Source: an optimization exercise on an open RTL-to-GDS flow (aim: small area, a short achievable clock period and few clock cycles). Production flows keep margins and buffers that such runs may drop.
RTL that was checked went through simulation tests only; none was proved equivalent to the original.
Power and IR drop assume default switching activity.

Design cic_core, start of the top module:
module cic_core (
    input  wire sys_clk,
    input  wire block_rst,       
    input  wire dclk_in,         
    input  wire dio_in,          
    input  wire reset_held,      
    input  wire cancel,          
    output reg  dio_drive_low,   
    output reg  terminated,      
    output reg  busy             
);
Size in the first run: ~950 cells after synthesis, roughly 250 flip-flops, ~9 I/O pins.
export LEC_CHECK = 0
export CAP_MARGIN = 20
export CORE_MARGIN = 2
export CORE_UTILIZATION = 40
export SLEW_MARGIN = 20
create_clock -name core_clock -period 15.0 [get_ports {sys_clk}]
standard.sh (not shown) runs the stock make flow with config.mk's settings and CLKGATE_MAP_FILE= SYNTH_SCRIPT=/design/flow/synth_recipe.tcl, a recipe that flattens the netlist after the stock synthesis.
==> flow/flow/run.sh <==
#!/bin/bash
# Standard layout, with repair_timing aiming for setup slack 11.1 ns (a
# tighter achieved period) instead of 0.
set -euo pipefail
bash standard.sh SETUP_SLACK_MARGIN=11.1 CTS_CLUSTER_SIZE=30 CTS_CLUSTER_DIAMETER=60 CORE_UTILIZATION=65 finish > run_standard.log 2>&1
The starting point went through all stages and came out clean.
Then changed:
==> flow/flow/run.sh (replaced) <==
#!/bin/bash
# Standard layout, with repair_timing aiming for setup slack 11 ns (a
# tighter achieved period) instead of 0, 70% utilisation, and a clock tree
# of clkbuf_8 leaf buffers (at most 15 flip-flops each) under clkbuf_16.
set -euo pipefail
bash standard.sh SETUP_SLACK_MARGIN=11 CORE_UTILIZATION=70 \
  "CTS_ARGS=-sink_clustering_enable -repair_clock_nets -sink_clustering_size 15 -sink_clustering_max_diameter 60 -buf_list sky130_fd_sc_hd__clkbuf_8 -root_buf sky130_fd_sc_hd__clkbuf_16" \
  finish > run_standard.log 2>&1
The changed run finished clean.
Combinational power went down by about 6%.
Die area went down by 6.9%.
Setup slack is worse by 52 ps.
Non-clock buffer count went down by 3.
Sequential power is about the same.
Power went down by 11%.
Wire length went up by 1.5%.
Then changed:
==> flow/flow/run.sh (replaced) <==
#!/bin/bash
# Standard layout, with repair_timing aiming for setup slack 11 ns (a
# tighter achieved period) instead of 0.
set -euo pipefail
bash standard.sh SETUP_SLACK_MARGIN=11 CTS_CLUSTER_SIZE=30 CTS_CLUSTER_DIAMETER=60 CORE_UTILIZATION=70 finish > run_standard.log 2>&1
What happened: Setup slack gets worse by 12 ps. Die area does not change. Sequential share of layout area shrinks by 0.46 points. Via count shrinks by 1.2%. Final cell count shrinks by 0.71%. Count of clock-buffer cells in the layout shrinks by 4. First-iteration DRC count grows by 3.0%. Hold slack gets better by 10 ps.
No run of this note included a check of the RTL's function; only the layout flow was run.

cic_core, a different RTL version from the one above (not shown whole).
Size in the first run: roughly 990 cells after synthesis, about 240 flip-flops, ~9 I/O pins, roughly 0.010 mm^2 of cells after synthesis.
export LEC_CHECK = 0
export CAP_MARGIN = 20
export CORE_MARGIN = 2
export CORE_UTILIZATION = 40
export SLEW_MARGIN = 20
create_clock -name core_clock -period 15.0 [get_ports {sys_clk}]
==> flow/flow/run.sh <==
#!/bin/bash
# Standard layout, with repair_timing aiming for setup slack 11 ns (a
# tighter achieved period) instead of 0.
set -euo pipefail
bash standard.sh SETUP_SLACK_MARGIN=11  finish > run_standard.log 2>&1
Then changed:
==> flow/flow/run.sh (replaced) <==
#!/bin/bash
# Standard layout, with repair_timing aiming for setup slack 11 ns (a
# tighter achieved period) instead of 0.
set -euo pipefail
bash standard.sh SETUP_SLACK_MARGIN=11 CTS_CLUSTER_SIZE=30 CTS_CLUSTER_DIAMETER=60 CORE_UTILIZATION=55 finish > run_standard.log 2>&1
- The new run completed without violations
- design area came out lower by 2.2%
- sequential power barely changes
- non-clock buffer count came out higher by 3
No run of this note included a check of the RTL's function; only the layout flow was run.

Setup of v6:
cic_core, a different RTL version from the one above (not shown whole).
For scale: about 240 flip-flops, ~9 I/O pins, roughly 0.011 sq mm of cells after synthesis.
export LEC_CHECK = 0
export CAP_MARGIN = 20
export CORE_MARGIN = 2
export CORE_UTILIZATION = 40
export SLEW_MARGIN = 20
create_clock -name core_clock -period 15.0 [get_ports {sys_clk}]
==> flow/flow/run.sh <==
#!/bin/bash
# Standard layout, with repair_timing aiming for setup slack 11 ns (a
# tighter achieved period) instead of 0.
set -euo pipefail
bash standard.sh SETUP_SLACK_MARGIN=11  finish > run_standard.log 2>&1
Testbench counts of v6, summed over its fixed seeds: cycles 71,412.
Changes in v7 relative to v6:
-- flow/flow/run.sh --
<<< v6, line 5
bash standard.sh SETUP_SLACK_MARGIN=11  finish > run_standard.log 2>&1
>>> v7, line 5
bash standard.sh SETUP_SLACK_MARGIN=11 CTS_CLUSTER_SIZE=40 CTS_CLUSTER_DIAMETER=80 finish > run_standard.log 2>&1
==> comparison <==
Comparing v6 and v7, the higher multi-input logic area is on v6. | met1 layer usage reported by global route | v6 vs v7 | ≈ equal |. Looking at total power consumption of the routed design across both flows, v7 is the stronger of the two, with v6 trailing. From v6 to v7 the numbers moved as follows: wire length now smaller, area growth from synthesis to layout dropped 2.9 points.

v3:
Another version of the RTL of cic_core (not shown whole).
Size in the first run: about 1100 cells after synthesis, ~240 flip-flops, about 9 I/O pins, ~11000 µm² of cells after synthesis.
==> flow/config.mk <==
export PLATFORM = sky130hd
export DESIGN_NAME = cic_core
export DESIGN_NICKNAME = cic_core
export VERILOG_FILES = /design/flow/design.v
export SDC_FILE = /design/flow/constraint.sdc
export NUM_CORES = 4
export LEC_CHECK = 0
export CAP_MARGIN = 20
export CORE_MARGIN = 2
export CORE_UTILIZATION = 40
export SLEW_MARGIN = 20
==> flow/constraint.sdc <==
create_clock -name core_clock -period 15.0 [get_ports {sys_clk}]
set_input_delay 3.0000 -clock core_clock [delete_from_list [all_inputs] [get_ports {sys_clk}]]
set_output_delay 3.0000 -clock core_clock [all_outputs]
set_load 0.01 [all_outputs]
==> flow/flow/run.sh <==
#!/bin/bash
# Standard layout, with repair_timing aiming for setup slack 10.5 ns (a
# tighter achieved period) instead of 0.
set -euo pipefail
bash standard.sh SETUP_SLACK_MARGIN=10.5 finish > run_standard.log 2>&1
Input-level comparison between v23 and v3:
==> flow/flow/run.sh <==
#!/bin/bash
# Standard layout, with repair_timing aiming for setup slack 11.5 ns (a
# tighter achieved period) instead of 0.
set -euo pipefail
bash standard.sh SETUP_SLACK_MARGIN=11.5 finish > run_standard.log 2>&1
## What came out
Part of the cycle the worst path needs down 2.2 points in v23 wrt v3
Launch point of the worst path = busy$_DFF_P_: v3; launch point of the worst path = dclk_in: v23
v23 against v3: clock power went down by about 8%, fmax picked up an extra 0.018 GHz, final wirelength picked up an extra 180 µm.
Row detailed route wirelength on metal2: v23 higher / v3 lower
> inputs changed (v23 -> v17)
==> flow/run.sh (new file) <==
#!/bin/bash
# synth_recipe.tcl (not shown) runs the flow's synth.tcl, then flattens the netlist and writes it again
# the make line also repeats each setting of config.mk as NAME=value (left out here)
make -C /OpenROAD-flow-scripts/flow DESIGN_CONFIG=/design/flow/config.mk WORK_HOME=/design/flow/orfs CLKGATE_MAP_FILE= SYNTH_SCRIPT=/design/flow/synth_recipe.tcl finish
removed: flow/flow/run.sh
removed: flow/standard.sh
### Flow results
- v17 finished end to end and its layout was clean on timing, DRC and antenna.
- Switching power in v17 vs v23: down about 1.1%
- Per the comparison of v17 with v23, number of detailed-route iterations in the first pass down 1; power share of the combinational group now smaller; global-route track usage on met1 saw a decrease; number of global-route vias before repair moved down.
- v17 vs. v23: cell area down about 2.7%, post-synthesis compound-gate area fraction flat, total power after layout up 3.3%, slew at the pin closest to its max-slew limit up 24 ps, sequential share of layout area up 1.1 points.
Function was not checked in any run of this note: the RTL went through the layout flow alone.

Setup of lane 1:
cic_core, a different RTL version from the one above (not shown whole).
Size in the first run: roughly 950 cells after synthesis, roughly 230 flip-flops, ~0.0098 mm2 of cells after synthesis.
clock: 15.0 ns
lec_check: 0
cap_margin: 20
core_margin: 2
core_utilization: 40
slew_margin: 20
==> flow/flow/run.sh <==
#!/bin/bash
# Standard layout, with repair_timing aiming for setup slack 11 ns (a
# tighter achieved period) instead of 0.
set -euo pipefail
bash standard.sh SETUP_SLACK_MARGIN=11 CTS_CLUSTER_SIZE=30 CTS_CLUSTER_DIAMETER=60 CORE_UTILIZATION=80 finish > run_standard.log 2>&1
Testbench counts of lane 1, summed over its fixed seeds: cycles 72,031.
[inputs] lane 2 vs lane 1
==> flow/flow/run.sh <==
#!/bin/bash
# Standard layout, with repair_timing aiming for setup slack 11 ns (a
# tighter achieved period) instead of 0.
set -euo pipefail
bash standard.sh SETUP_SLACK_MARGIN=11 CTS_CLUSTER_SIZE=30 CTS_CLUSTER_DIAMETER=60 CORE_UTILIZATION=55 finish > run_standard.log 2>&1
Results
From lane 1 to lane 2 the numbers moved as follows: height of the chip now larger; share of total power consumed by net switching rose 0.94 points. Worst setup slack ended up 0.015 ns higher on lane 2 than on lane 1. Relative to lane 1, lane 2 improves placed wire-length estimate after detailed placement. After detailed routing, lane 1 needs more wire than lane 2. In the flow results for lane 2 and lane 1, the minimum clock period is larger on lane 1. Clock skew (lane 2 over lane 1): decrease, 0.0089 ns. Changes observed in lane 2 relative to lane 1: fraction of area in registers lower, final non-filler cell total climbed 82.
What lane 3 does differently from lane 2 at the input level:
==> flow/flow/run.sh <==
#!/bin/bash
# Standard layout, with repair_timing aiming for setup slack 11 ns (a
# tighter achieved period) instead of 0.
set -euo pipefail
bash standard.sh SETUP_SLACK_MARGIN=11 CTS_CLUSTER_SIZE=30 CTS_CLUSTER_DIAMETER=60 CORE_UTILIZATION=70 finish > run_standard.log 2>&1
## What came out
- Die boundary height (lane 3 vs. lane 2) decreases by more than 10%
- In the flow results for lane 2 and lane 3, the first-pass GRT wire length is smaller on lane 2.
- Compared with lane 2, in lane 3 final critical-path required period shows a reduction of 0.010 ns, share of the final layout cell area in sequential cells shows an increase of 0.69 points, cell area after placement shows a reduction of 0.66%, total power shows a reduction of about 3.5%, count of filler cells inserted in the layout shows a reduction of about 33%.
- Non-clock buffer count delta for lane 3 relative to lane 2: 1 lower
- Re post-layout worst setup margin: lane 2 and lane 3 aren't equal, and the lower value belongs to lane 2.

port drivers added, routing unchanged:
The results above use ideal ports. As a check the final layouts listed here were re-extracted and re-timed, cells and wires unchanged.
Step 1 (the two cells are an assumption about what drives the block):
set clk [get_ports {sys_clk}]
set_driving_cell -lib_cell sky130_fd_sc_hd__clkbuf_16 $clk
set_driving_cell -lib_cell sky130_fd_sc_hd__buf_2 [delete_from_list [all_inputs] $clk]
Step 2 moves the port delays by t, midway between the first and last clock arrival at a register: inputs arrive t later, outputs are due t later. That takes back most of the time a late clock gives input paths.
Three values: ideal, step 1, step 2; two values: the first two.
| run | t (ns) | slack for setup (ns) | worst setup path after step 2 | latest minus earliest clock arrival (ns) | worst data-port slew with drivers (ns) |
|---|---|---|---|---|---|
| the first run of note 1 | 0.534 | 11.055 / 11.011 / 10.554 | input to register | 0.028 / 0.028 | 0.03 |
| the second run of note 1 | 0.512 | 11.003 / 10.998 / 10.504 | input to register | 0.027 / 0.027 | 0.04 |
| the third run of note 1 | 0.520 | 10.991 / 11.008 / 10.488 | input to register | 0.027 / 0.026 | 0.03 |
| the first run of note 2 | 0.562 | 11.027 / 10.981 / 10.502 | input to register | 0.015 / 0.015 | 0.07 |
| the second run of note 2 | 0.545 | 11.030 / 10.980 / 10.600 | input to register | 0.022 / 0.022 | 0.03 |
| v6 | 0.568 | 10.997 / 10.953 / 10.523 | input to register | 0.011 / 0.011 | 0.08 |
| v7 | 0.538 | 10.983 / 10.937 / 10.557 | input to register | 0.068 / 0.069 | 0.08 |
| v3 | 0.564 | 10.606 / 10.561 / 10.255 | input to register | 0.016 / 0.016 | 0.07 |
| v23 | 0.572 | 10.932 / 10.907 / 10.369 | input to register | 0.025 / 0.024 | 0.05 |
| v17 | 0.579 | 10.151 / 10.176 / 9.597 | input to register | 0.010 / 0.010 | 0.06 |
| lane 1 | 0.522 | 11.033 / 10.993 / 10.585 | input to register | 0.029 / 0.030 | 0.04 |
| lane 2 | 0.532 | 11.047 / 11.005 / 10.591 | input to register | 0.025 / 0.025 | 0.04 |
| lane 3 | 0.533 | 11.057 / 11.015 / 10.591 | input to register | 0.020 / 0.020 | 0.04 |
After both steps every run listed still meets setup and hold. For v23, which loses most, drivers alone change the setup slack by -0.025 ns; drivers and shift together by -0.563 ns.
